Background: an optimization exercise with open tools, aiming at small area, a short achievable clock period and few clock cycles. Do not read the settings as production practice.
At most, simulation tests tie the RTL to the original design; equivalence was not proved.
The flow treats the clock pin as an ideal source. Dropping or thinning the clock tree relies on that and would not hold on a real chip.
No activity file was given, so power comes from the tool's default toggle rates.

Design ep_bitacc, start of the top module:
module ep_bitacc #(
    parameter ERR_W = 8
) (
    input  wire             clk,
    input  wire             rst,           
    input  wire             cmd_valid,
    output wire             cmd_ready,
    input  wire [39:0]      cmd_word,
    output wire             out_valid,
    output wire [7:0]       out_data,
    input  wire             out_ready,
    input  wire             out_err,
    input  wire [ERR_W-1:0] out_err_code,
    output wire             err_flag,
    output wire [ERR_W-1:0] err_code
);
    reg [31:0]      v;           
    reg [7:0]       pb;          
    reg [2:0]       pc;          
    reg [2:0]       pn;          
    reg [2:0]       f;           
    reg [4:0]       kh;          
    reg             first;       
    reg             busy;        
    reg [1:0]       z;           
    reg             err_flag_r;
    wire [1:0]  op    = cmd_word[39:38];
    wire        is_wr = (op == 2'b00);
    wire        is_tr = (op == 2'b10);
    wire [5:0]  w_eff = is_wr ? cmd_word[37:32] : {5'd0, is_tr};
    wire [5:0]  len   = {3'd0, pn} + w_eff;
    wire [5:0]  lm1   = len - 6'd1;
    wire        owes  = is_wr ? (len[5:3] != 3'd0) : (len != 6'd0);
    wire [46:0] vy = {8'd0, v, 7'd0};
  ...
Size in the first run: ~300 cells after synthesis, roughly 72 I/O pins, about 0.0032 mm² of cells after synthesis.
==> module ep_bitacc, before the edit <==
module ep_bitacc #(
    parameter ERR_W = 8
) (
    input  wire             clk,
    input  wire             rst,           
    input  wire             cmd_valid,
    output wire             cmd_ready,
    input  wire [39:0]      cmd_word,
    output wire             out_valid,
    output wire [7:0]       out_data,
    input  wire             out_ready,
    input  wire             out_err,
    input  wire [ERR_W-1:0] out_err_code,
    output wire             err_flag,
    output wire [ERR_W-1:0] err_code
);
    reg [31:0]      v;           
    reg [7:0]       pb;          
    reg [2:0]       pc;          
    reg [2:0]       pn;          
    reg [2:0]       f;           
    reg [4:0]       kh;          
    reg             first;       
    reg             busy;        
    reg [1:0]       z;           
    reg             err_flag_r;
    wire [1:0]  op    = cmd_word[39:38];
    wire        is_wr = (op == 2'b00);
    wire        is_tr = (op == 2'b10);
    wire [5:0]  w_eff = is_wr ? cmd_word[37:32] : {5'd0, is_tr};
    wire [5:0]  len   = {3'd0, pn} + w_eff;
    wire [5:0]  lm1   = len - 6'd1;
    wire        owes  = is_wr ? (len[5:3] != 3'd0) : (len != 6'd0);
    wire [46:0] vy = {8'd0, v, 7'd0};
    wire [14:0] win = ({15{kh[0]}} & vy[14:0])  | ({15{kh[1]}} & vy[22:8]) |
                      ({15{kh[2]}} & vy[30:16]) | ({15{kh[3]}} & vy[38:24]) |
                      ({15{kh[4]}} & vy[46:32]);
    wire [14:0] wf1 = f[2] ? win[14:4] : win[10:0];
    wire [14:0] wf2 = f[1] ? wf1[10:2] : wf1[8:0];
    wire [7:0]  ext = f[0] ? wf2[8:1]  : wf2[7:0];
    wire [7:0]  tm  = first ? ~(8'hFF >> pc) : 8'h00;
    wire [7:0]  byte_raw = (ext & ~tm) | (pb & tm);
    wire hi_zero = (byte_raw[7:2] == 6'd0);
    wire stuff   = z[1] & hi_zero;
    wire is_zero = hi_zero & (byte_raw[1:0] == 2'd0);
    wire last    = (pn != 3'd0) ? kh[1] : kh[0];
    wire accept  = !busy && cmd_valid && !err_flag_r;
    wire fail    = busy && out_ready && out_err;
    assign cmd_ready = !busy && !rst;
    assign out_valid = busy && !rst;
    assign out_data  = {byte_raw[7:2], byte_raw[1:0] | {2{stuff}}};
    assign err_flag  = err_flag_r;
    assign err_code  = pb;
    always @(posedge clk) begin
        if (accept) begin
            v     <= {cmd_word[31:1], cmd_word[0] | is_tr};
            pb    <= byte_raw;
            pc    <= pn;
            f     <= lm1[2:0];
            kh    <= 5'd1 << lm1[5:3];
            first <= 1'b1;
        end else if (fail) begin
            pb    <= out_err_code;
        end else if (busy && out_ready && !stuff) begin
            first <= 1'b0;
            kh    <= kh >> 1;
        end
    end
    always @(posedge clk) begin
        if (rst) begin
            busy       <= 1'b0;
            pn         <= 3'd0;
            z          <= 2'd0;
            err_flag_r <= 1'b0;
        end else if (busy) begin
            if (out_ready) begin
                if (out_err) begin
                    err_flag_r <= 1'b1;
                    busy       <= 1'b0;
                end else if (stuff) begin
                    z <= 2'd0;
                end else begin
                    z <= {z[0] & is_zero, is_zero};
                    if (last) busy <= 1'b0;
                end
            end
        end else if (accept) begin
            pn   <= is_wr ? len[2:0] : 3'd0;
            busy <= owes;
        end
    end
endmodule
export LEC_CHECK = 0
export CAP_MARGIN = 20
export CORE_MARGIN = 2
export CORE_UTILIZATION = 40
export SETUP_SLACK_MARGIN = 1.4
export SLEW_MARGIN = 20
create_clock -name core_clock -period 5.5 [get_ports {clk}]
standard.sh (not shown) runs the stock make flow with config.mk's settings and CLKGATE_MAP_FILE= SYNTH_SCRIPT=/design/flow/synth_recipe.tcl, a recipe that flattens the netlist after the stock synthesis.
==> flow/flow/run.sh <==
#!/bin/bash
# Standard ORFS layout with two changes: plain buf_1 buffers on the ports
# instead of the delay cells buffer_ports picks by default, and a flat clock
# tree (flow/cts_flat.tcl: four clock buffers on the clock port, each
# driving a quadrant of the registers) in place of TritonCTS's H-tree.
set -euo pipefail
export BUFFER_PORTS_ARGS="-buffer_cell sky130_fd_sc_hd__buf_1"
export PRE_CTS_TCL="$PWD/flow/cts_flat.tcl"
bash standard.sh > standard.log 2>&1
Other scripts of this flow, unchanged in this note and not shown: flow/flow/cts_flat.tcl
Testbench counts at the start, summed over its fixed seeds: cycles 16,983.
Then changed:
--- a/flow/design.v
+++ b/flow/design.v
@@ -15,13 +15,13 @@
     output wire [ERR_W-1:0] err_code
 );
     reg [31:0]      v;           
     reg [7:0]       pb;          
     reg [2:0]       pc;          
     reg [2:0]       pn;          
-    reg [2:0]       f;           
+    reg [7:0]       fh;          
     reg [4:0]       kh;          
     reg             first;       
     reg             busy;        
     reg [1:0]       z;           
     reg             err_flag_r;
     wire [1:0]  op    = cmd_word[39:38];
@@ -32,15 +32,19 @@
     wire [5:0]  lm1   = len - 6'd1;
     wire        owes  = is_wr ? (len[5:3] != 3'd0) : (len != 6'd0);
     wire [46:0] vy = {8'd0, v, 7'd0};
     wire [14:0] win = ({15{kh[0]}} & vy[14:0])  | ({15{kh[1]}} & vy[22:8]) |
                       ({15{kh[2]}} & vy[30:16]) | ({15{kh[3]}} & vy[38:24]) |
                       ({15{kh[4]}} & vy[46:32]);
-    wire [14:0] wf1 = f[2] ? win[14:4] : win[10:0];
-    wire [14:0] wf2 = f[1] ? wf1[10:2] : wf1[8:0];
-    wire [7:0]  ext = f[0] ? wf2[8:1]  : wf2[7:0];
+    reg  [7:0]  ext;
+    integer j;
+    always @* begin
+        ext = 8'd0;
+        for (j = 0; j < 8; j = j + 1)
+            ext = ext | ({8{fh[j]}} & win[j +: 8]);
+    end
     wire [7:0]  tm  = first ? ~(8'hFF >> pc) : 8'h00;
     wire [7:0]  byte_raw = (ext & ~tm) | (pb & tm);
     wire hi_zero = (byte_raw[7:2] == 6'd0);
     wire stuff   = z[1] & hi_zero;
     wire is_zero = hi_zero & (byte_raw[1:0] == 2'd0);
     wire last    = (pn != 3'd0) ? kh[1] : kh[0];
@@ -53,13 +57,13 @@
     assign err_code  = pb;
     always @(posedge clk) begin
         if (accept) begin
             v     <= {cmd_word[31:1], cmd_word[0] | is_tr};
             pb    <= byte_raw;
             pc    <= pn;
-            f     <= lm1[2:0];
+            fh    <= 8'd1 << lm1[2:0];
             kh    <= 5'd1 << lm1[5:3];
             first <= 1'b1;
         end else if (fail) begin
             pb    <= out_err_code;
         end else if (busy && out_ready && !stuff) begin
             first <= 1'b0;
What happened: Die area rose by 8.4%; setup slack got worse by 0.0047 ns; sequential share of layout area rose by 1.5 points; power rose by 2.4%; hold slack got worse by 0.0050 ns; combinational power fell by about 9%; maximum frequency barely changes; via count rose by 12%; sequential power rose by about 9%; cell area rose by 5.3%; critical path depth fell by 3; routed wire length rose by about 17%; core utilization fell by 0.93 points.
No functional check of the RTL was part of the second run of this note. In every run of this note, the design's own scripts or RTL, not TritonCTS, make the clock network.

==> port drivers added, routing unchanged <==
The flow's constraints put no driver on any port. The routed layouts listed below were extracted and timed again, unchanged, in two steps.
Step 1: set_driving_cell puts a clkbuf_16 on clk and a buf_2 on each other input, an assumption about the parent block.
Step 2 times the ports against the registers' clock, not the clock port: input delays grow and output delays shrink by t, the midpoint of the rising clock arrivals with the driver on.
a / b / c = ideal ports / drivers / drivers and shift; a / b = the first two.
run | t, ns | slack for setup (ns) | worst hold slack (ns) | clock arrival spread, ns | pins driven straight from the clock port
the first run | 0.210 | 1.588 / 1.525 / 1.605 | 0.471 / 0.471 / 0.471 | 0.019 / 0.019 | 4
the second run | 0.214 | 1.583 / 1.519 / 1.580 | 0.466 / 0.466 / 0.466 | 0.025 / 0.025 | 4
After both steps every run listed still meets setup and hold. The setup slack of the second run, which loses most, moves by -0.064 ns with the drivers and by -0.003 ns with both steps.
